Source: an optimization exercise on an open RTL-to-GDS flow (aim: small area). Production flows keep margins and buffers that such runs may drop. At most, simulation tests tie the RTL to the original design; equivalence was not proved. No activity file was given, so power comes from the tool's default toggle rates.

==> juniper: inputs <==
## tdp1_core
module tdp1_core #(
    parameter integer MAX_PULSES    = 8,
    parameter integer T_IDLE        = 200,
    parameter integer SAMPLE_PERIOD = 2,
    parameter         REST_LEVEL    = 1'b0,
    parameter integer FIFO_DEPTH    = 1
) (
    input  wire        clk,
    input  wire        rst,
    input  wire        rx_ir,
    input  wire        rx_rf,
    output wire        tx_out,
    output reg         tx_mode,
    input  wire        cmd_valid,
    input  wire [39:0] cmd_data,
    output wire        cmd_ready,
    input  wire        dir_valid,
    input  wire        dir_found,
    output reg         rsp_valid,
    output wire [7:0]  rsp_code,
    output reg  [31:0] rsp_data,
    input  wire        ld_valid,
    input  wire [7:0]  ld_data,
    input  wire        ld_last,
    input  wire        ld_err,
    output wire        ld_ready,
    output reg         ld_abort,
    output wire        out_valid,
    output reg  [7:0]  out_data,
    output wire        out_last,
    input  wire        out_ready,
    input  wire        out_fail,
    output wire        out_mode,
    output wire        out_trunc,
    output wire [30:0] out_index,
    output reg  [1:0]  ser_state,
    output reg  [15:0] range_errs,
    output reg  [15:0] store_fails,
    output reg  [15:0] pkts_out,
    output reg  [1:0]  ser_last,
    output wire [15:0] next_seq,
    output wire [30:0] file_ctr
);
clock: 100.0 ns
lec_check: 0
cap_margin: 20
core_margin: 2
core_utilization: 65
cts_buf_list: sky130_fd_sc_hd__clkbuf_4 sky130_fd_sc_hd__clkbuf_8
slew_margin: 20
run.sh (not shown) runs the stock make flow with config.mk's settings and CLKGATE_MAP_FILE= SYNTH_SCRIPT=/design/flow/synth_recipe.tcl, a recipe that flattens the netlist after the stock synthesis.
==> harbor (differences from juniper) <==
--- a/flow/design.v
+++ b/flow/design.v
@@ -7,11 +7,11 @@
 ) (
     input  wire        clk,
     input  wire        rst,
     input  wire        rx_ir,
     input  wire        rx_rf,
-    output wire        tx_out,
+    output reg         tx_out,
     output reg         tx_mode,
     input  wire        cmd_valid,
     input  wire [39:0] cmd_data,
     output wire        cmd_ready,
     input  wire        dir_valid,
@@ -36,11 +36,11 @@
     output reg  [1:0]  ser_state,
     output reg  [15:0] range_errs,
     output reg  [15:0] store_fails,
     output reg  [15:0] pkts_out,
     output reg  [1:0]  ser_last,
-    output wire [15:0] next_seq,
+    output reg  [15:0] next_seq,
     output wire [30:0] file_ctr
 );
     localparam [2:0] RP_IDLE = 3'd0, RP_LOADING = 3'd1, RP_READY = 3'd2,
                      RP_PLAYING = 3'd3, RP_ERROR = 3'd4;
     localparam [2:0] E_NOT_FOUND = 3'd1, E_READ_ERROR = 3'd2, E_BAD_HEADER = 3'd3,
@@ -83,22 +83,19 @@
     reg [2:0]  rp_state;
     reg [2:0]  rp_err;
     reg [31:0] rp_name;
     reg [3:0]  rp_n;
     reg [3:0]  rp_idx;
+    reg [23:0] rp_timer;
     reg [199:0] rp_buf;         
     reg [5:0]  ld_pos;
     reg [3:0]  ld_cnt;          
     reg        ld_nz;
     reg        ld_r;
     reg [1:0]  rsp_c;
     assign rsp_code  = {{6{rsp_c[1] & rsp_c[0]}}, rsp_c};
     assign out_index = oi;
-    assign next_seq  = seal_seq - {15'd0, wptr[0] ^ rptr[0]} - {15'd0, wptr[1] ^ rptr[1]};
-    wire        playing  = (rp_state == RP_PLAYING);
-    wire [23:0] rp_timer = playing ? rp_buf[23:0] : 24'd0;
-    assign tx_out = playing & rp_buf[24];
     assign file_ctr  = oi_v ? oi + 31'd1 : 31'd0;
     wire [7:0]  op  = cmd_data[39:32];
     wire [31:0] arg = cmd_data[31:0];
     assign cmd_ready = (op == 8'h10 && rp_state == RP_IDLE) ? dir_valid : 1'b1;
     assign ld_ready  = (rp_state == RP_LOADING);
@@ -211,23 +208,25 @@
     reg [2:0]  n_rp_err;
     reg [31:0] n_rp_name;
     reg        n_tx_mode;
     reg [3:0]  n_rp_n;
     reg [3:0]  n_rp_idx;
-    reg        rb_dec;
+    reg [23:0] n_rp_timer;
+    reg        n_tx_out;
     reg [5:0]  n_ld_pos;
     reg [3:0]  n_ld_cnt;
     reg        n_ld_nz;
     reg        n_ld_r;
     reg        n_ld_abort;
     reg        n_ts_load;
     reg        rb_we_b;
     reg        rb_we_l;
     reg [2:0]  rb_widx;
     reg [1:0]  rb_wbyte;
-    reg        rb_shift;
     wire [3:0]  rp_next  = rp_idx + 4'd1;
+    wire [24:0] rb_word0 = rp_buf[24:0];
+    wire [24:0] rb_wnext = rp_buf[rp_next[2:0]*25 +: 25];
     integer L;
     always @* begin : t_step
         reg        fire, legal, lane, start_ok;
         reg        lvl, ovf;
         reg [31:0] el;
@@ -268,22 +267,22 @@
         n_rp_err   = rp_err;
         n_rp_name  = rp_name;
         n_tx_mode  = tx_mode;
         n_rp_n     = rp_n;
         n_rp_idx   = rp_idx;
-        rb_dec     = 1'b0;
+        n_rp_timer = rp_timer;
+        n_tx_out   = tx_out;
         n_ld_pos   = ld_pos;
         n_ld_cnt   = ld_cnt;
         n_ld_nz    = ld_nz;
         n_ld_r     = ld_r;
         n_ld_abort = 1'b0;
         n_ts_load  = 1'b0;
         rb_we_b    = 1'b0;
         rb_we_l    = 1'b0;
         rb_widx    = 3'd0;
         rb_wbyte   = 2'd0;
-        rb_shift   = 1'b0;
         lvl = 1'b0; ovf = 1'b0; el = 32'd0; cnt = 4'd0; cnt_f = 4'd0;
         trunc_f = 1'b0; sho = 1'b0; sfo = 3'd0;
         fail = 1'b0; fcode = 3'd0; b = 8'd0; k = 6'd0; klast = 1'b0;
         fire     = cmd_valid & cmd_ready;
         lane     = arg[0];
@@ -332,10 +331,11 @@
                         end else begin
                             n_rp_name  = arg;
                             n_rp_err   = 3'd0;
                             n_rp_n     = 4'd0;
                             n_rp_idx   = 4'd0;
+                            n_rp_timer = 24'd0;
                             n_ld_pos   = 6'd0;
                             n_ld_cnt   = 4'd0;
                             n_ld_r     = 1'b0;
                             if (dir_found) begin
                                 n_rp_state = RP_LOADING;
@@ -347,14 +347,16 @@
                             end
                         end
                     end
                     8'h11: begin  
                         if (rp_state == RP_LOADING) n_ld_abort = 1'b1;
+                        n_tx_out   = 1'b0;
                         n_rp_state = RP_IDLE;
                         n_rp_err   = 3'd0;
                         n_rp_n     = 4'd0;
                         n_rp_idx   = 4'd0;
+                        n_rp_timer = 24'd0;
                     end
                     8'h12: n_rsp_data = {29'd0, rp_state};
                     8'h13: n_rsp_data = {25'd0, prog};
                     8'h20: n_rsp_data = st_val;
                     8'h22: n_ts_load = 1'b1;
@@ -492,22 +494,21 @@
                             klast = (k == {1'b0, ld_cnt[2:0] - 3'd1, 2'b11});
                             if (ld_last != klast) begin
                                 fail = 1'b1; fcode = E_BAD_SIZE;
                             end else if (k[1:0] != 2'd3) begin
                                 rb_we_b  = 1'b1;
-                                rb_shift = (k[1:0] == 2'd0);
-                                rb_widx  = ld_cnt[2:0] - 3'd1;
+                                rb_widx  = k[4:2];
                                 rb_wbyte = k[1:0];
                                 n_ld_nz  = (k[1:0] == 2'd0) ? (b != 8'd0) : (ld_nz | (b != 8'd0));
                             end else begin
                                 if (b > 8'h01) begin
                                     fail = 1'b1; fcode = E_BAD_LEVEL;
                                 end else if (!ld_nz) begin
                                     fail = 1'b1; fcode = E_BAD_DURATION;
                                 end else begin
                                     rb_we_l = 1'b1;
-                                    rb_widx = ld_cnt[2:0] - 3'd1;
+                                    rb_widx = k[4:2];
                                 end
                             end
                             if (!fail && klast) begin
                                 n_rp_n     = ld_cnt;
                                 n_rp_idx   = 4'd0;
@@ -524,21 +525,26 @@
                             n_ld_pos = ld_pos + 6'd1;
                         end
                     end
                 end
                 RP_READY: begin
+                    n_tx_out   = rb_word0[24];
+                    n_rp_timer = rb_word0[23:0];
                     n_rp_idx   = 4'd0;
                     n_rp_state = RP_PLAYING;
                 end
                 RP_PLAYING: begin
-                    if (rp_buf[23:0] > 24'd1) begin
-                        rb_dec     = 1'b1;
+                    if (rp_timer > 24'd1) begin
+                        n_rp_timer = rp_timer - 24'd1;
                     end else if (rp_next < rp_n) begin
-                        rb_shift   = 1'b1;
                         n_rp_idx   = rp_next;
+                        n_tx_out   = rb_wnext[24];
+                        n_rp_timer = rb_wnext[23:0];
                     end else begin
                         n_rp_idx   = rp_n;
+                        n_tx_out   = 1'b0;
+                        n_rp_timer = 24'd0;
                         n_rp_state = RP_IDLE;
                     end
                 end
                 default: ;
             endcase
@@ -615,28 +621,26 @@
     assign out_valid = in_packet;
     assign out_last  = (ser_state == S_DATA) && h_lastp && (ser_byte[1:0] == 2'd3);
     assign out_mode  = in_packet & ser_lane;
     assign out_trunc = in_packet & h_trunc;
     wire       adv   = out_ready & ~out_fail;
-    wire [3:0] chk_sum = {1'b0, ser_idx} + {1'b0, h_nm1};
-    wire [2:0] h_rot   = h_nm1[2] ? 3'd0 : (3'd6 - {h_nm1[1:0], 1'b0});
-    wire rot_en = (ser_state == S_CHECK && chk_sum < 4'd7) ||
+    wire [2:0] h_rot = 3'd6 - {h_nm1[1:0], 1'b0};
+    wire rot_en = (ser_state == S_CHECK) ||
                   (ser_state == S_HEAD && adv && ser_byte < {2'b00, h_rot}) ||
                   (ser_state == S_DATA && adv && ser_byte[1:0] == 2'd3 && !h_lastp);
     wire dig_en = (ser_state == S_HEAD) && adv && ser_byte >= 5'd3 && ser_byte <= 5'd12;
     wire [3:0] r_wr  = {pw_en[1] &  wptr[1], pw_en[1] & ~wptr[1],
                         pw_en[0] &  wptr[0], pw_en[0] & ~wptr[0]};
     wire [3:0] r_rot = {rot_en &  ser_lane &  rptr[1], rot_en &  ser_lane & ~rptr[1],
                         rot_en & ~ser_lane &  rptr[0], rot_en & ~ser_lane & ~rptr[0]};
     always @(posedge clk) begin
-        if (r_wr[0] | r_rot[0]) ring0 <= {el0[23:0], ring0[191:24]};
-        if (r_wr[1] | r_rot[1]) ring1 <= {el0[23:0], ring1[191:24]};
-        if (r_wr[2] | r_rot[2]) ring2 <= {el1[23:0], ring2[191:24]};
-        if (r_wr[3] | r_rot[3]) ring3 <= {el1[23:0], ring3[191:24]};
+        if (r_wr[0] | r_rot[0]) ring0 <= {r_wr[0] ? el0[23:0] : ring0[23:0], ring0[191:24]};
+        if (r_wr[1] | r_rot[1]) ring1 <= {r_wr[1] ? el0[23:0] : ring1[23:0], ring1[191:24]};
+        if (r_wr[2] | r_rot[2]) ring2 <= {r_wr[2] ? el1[23:0] : ring2[23:0], ring2[191:24]};
+        if (r_wr[3] | r_rot[3]) ring3 <= {r_wr[3] ? el1[23:0] : ring3[23:0], ring3[191:24]};
     end
-    integer i, j;
-    wire [23:0] rb_dur_dec = rp_buf[23:0] - 24'd1;
+    integer i;
     always @(posedge clk) begin
         for (i = 0; i < 2; i = i + 1) begin
             if (push[i]) begin
                 s_v[i*34 +: 34]  <= {2'b00, t_open[i*32 +: 32]};
                 s_nm1[i*3 +: 3]  <= p_nm1[i*3 +: 3];
@@ -650,18 +654,12 @@
         rf_first <= n_rf_first;
         fo       <= n_fo;
         ho       <= n_ho;
         ld_nz    <= n_ld_nz;
         for (i = 0; i < 8; i = i + 1) begin
-            for (j = 0; j < 3; j = j + 1)
-                if (rb_shift || (rb_we_b && rb_wbyte == j && rb_widx == i) || (rb_dec && i == 0))
-                    rp_buf[i*25 + j*8 +: 8] <= (rb_dec && i == 0) ? rb_dur_dec[j*8 +: 8] :
-                                               (i == 7 || (rb_we_b && rb_wbyte == j && rb_widx == i))
-                                               ? ld_data : rp_buf[(i+1)*25 + j*8 +: 8];
-            if (rb_shift || (rb_we_l && rb_widx == i))
-                rp_buf[i*25 + 24] <= (i == 7 || (rb_we_l && rb_widx == i))
-                                     ? ld_data[0] : rp_buf[(i+1)*25 + 24];
+            if (rb_we_b && rb_widx == i) rp_buf[i*25 + rb_wbyte*8 +: 8] <= ld_data;
+            if (rb_we_l && rb_widx == i) rp_buf[i*25 + 24] <= ld_data[0];
         end
     end
     always @(posedge clk) begin
         if (rst) begin
             ts            <= 32'd0;
@@ -685,10 +683,12 @@
             rp_err        <= 3'd0;
             rp_name       <= 32'd0;
             tx_mode       <= 1'b0;
             rp_n          <= 4'd0;
             rp_idx        <= 4'd0;
+            rp_timer      <= 24'd0;
+            tx_out        <= 1'b0;
             ld_pos        <= 6'd0;
             ld_cnt        <= 4'd0;
             ld_r          <= 1'b0;
             ld_abort      <= 1'b0;
             rsp_valid     <= 1'b0;
@@ -716,10 +716,12 @@
             rp_err        <= n_rp_err;
             rp_name       <= n_rp_name;
             tx_mode       <= n_tx_mode;
             rp_n          <= n_rp_n;
             rp_idx        <= n_rp_idx;
+            rp_timer      <= n_rp_timer;
+            tx_out        <= n_tx_out;
             ld_pos        <= n_ld_pos;
             ld_cnt        <= n_ld_cnt;
             ld_r          <= n_ld_r;
             ld_abort      <= n_ld_abort;
             rsp_valid     <= n_rsp_valid;
@@ -731,10 +733,11 @@
         if (rst) begin
             ser_state   <= S_IDLE;
             ser_lane    <= 1'b0;
             ser_idx     <= 3'd0;
             ser_byte    <= 5'd0;
+            next_seq    <= 16'd0;
             oi          <= 31'd0;
             oi_v        <= 1'b0;
             range_errs  <= 16'd0;
             store_fails <= 16'd0;
             pkts_out    <= 16'd0;
@@ -756,10 +759,11 @@
                 S_CHECK: begin
                     if (h_ho && ser_idx == h_fo) begin
                         range_errs <= sat16(range_errs);
                         ser_last   <= 2'd2;
                         rptr[ser_lane] <= ~rptr[ser_lane];
+                        next_seq   <= next_seq + 16'd1;
                         ser_idx    <= 3'd0;
                         ser_byte   <= 5'd0;
                         ser_state  <= S_IDLE;
                     end else if (h_lastp) begin
                         oi         <= file_ctr;
@@ -774,10 +778,11 @@
                 S_HEAD, S_DATA: begin
                     if (out_fail) begin
                         store_fails <= sat16(store_fails);
                         ser_last    <= 2'd3;
                         rptr[ser_lane] <= ~rptr[ser_lane];
+                        next_seq    <= next_seq + 16'd1;
                         ser_idx     <= 3'd0;
                         ser_byte    <= 5'd0;
                         ser_state   <= S_IDLE;
                     end else if (out_ready) begin
                         if (ser_state == S_HEAD) begin
@@ -793,10 +798,11 @@
                             ser_idx  <= ser_idx + 3'd1;
                         end else begin
                             pkts_out  <= sat16(pkts_out);
                             ser_last  <= 2'd1;
                             rptr[ser_lane] <= ~rptr[ser_lane];
+                            next_seq  <= next_seq + 16'd1;
                             ser_idx   <= 3'd0;
                             ser_byte  <= 5'd0;
                             ser_state <= S_IDLE;
                         end
                     end
==> flow/config.mk (replaced) <==
export PLATFORM = sky130hd
export DESIGN_NAME = tdp1_core
export DESIGN_NICKNAME = tdp1_core
export VERILOG_FILES = /design/flow/design.v
export SDC_FILE = /design/flow/constraint.sdc
export NUM_CORES = 4
export LEC_CHECK = 0
export CAP_MARGIN = 20
export CORE_MARGIN = 2
export CORE_UTILIZATION = 40
export SLEW_MARGIN = 20
==> results by group <==
Cells and area
  – Ratio of cells with drive above 1 in the final layout: 11.2%
  – Non-clk bufs: 347
  – Fill cell count: 7662

Routing
  – Wire length on met2: 87800 microns

Pwr
  – Combinational share of power: 3.5%
  – Net Sw Frac: 22.3%

Global routing
  – First-pass GRT wire length: 303000 microns
  – Initial antenna violation count: 6

Status
  – Outcome: finished clean
The numbers above come from juniper.

==> results by group <==
Status
  – Outcome: finished clean

Cells and area
  – Ratio of cells with drive above 1 in the final layout: 9.15%
  – Fill cell count: 18000
  – Non-clk bufs: 389

Global routing
  – Initial antenna violation count: 9

Routing
  – Wire length on met2: 121000 microns

Pwr
  – Net Sw Frac: 23.8%
The numbers above come from harbor.

Function not checked in juniper: the RTL went through the layout flow alone.

what the ideal ports hide:
How much do the figures lean on ideal ports? The routed layouts below were timed once more, with nothing changed but the port constraints.
Step 1: set_driving_cell puts a clkbuf_16 on clk and a buf_2 on each other input, an assumption about the parent block.
Step 2, shift: input delay + t, output delay - t, t = (earliest + latest rising clock arrival at the registers) / 2. This alone moves slack from input paths to output paths.
Slacks: ideal / step 1 / step 2; pairs: ideal / step 1.
| run | t, ns | slack for setup (ns) | worst setup path at the end | worst register clock-pin slew, ns | worst slew at a driven data input, ns |
|---|---|---|---|---|---|
| juniper | 1.010 | 57.532 / 57.505 / 57.505 | input to output | 0.07 / 0.07 | 0.06 |
| harbor | 0.903 | 57.288 / 57.259 / 57.259 | input to output | 0.07 / 0.07 | 0.18 |
After both steps every run listed still meets setup and hold. The setup slack of harbor, which loses most, moves by -0.029 ns with the drivers and by -0.029 ns with both steps.
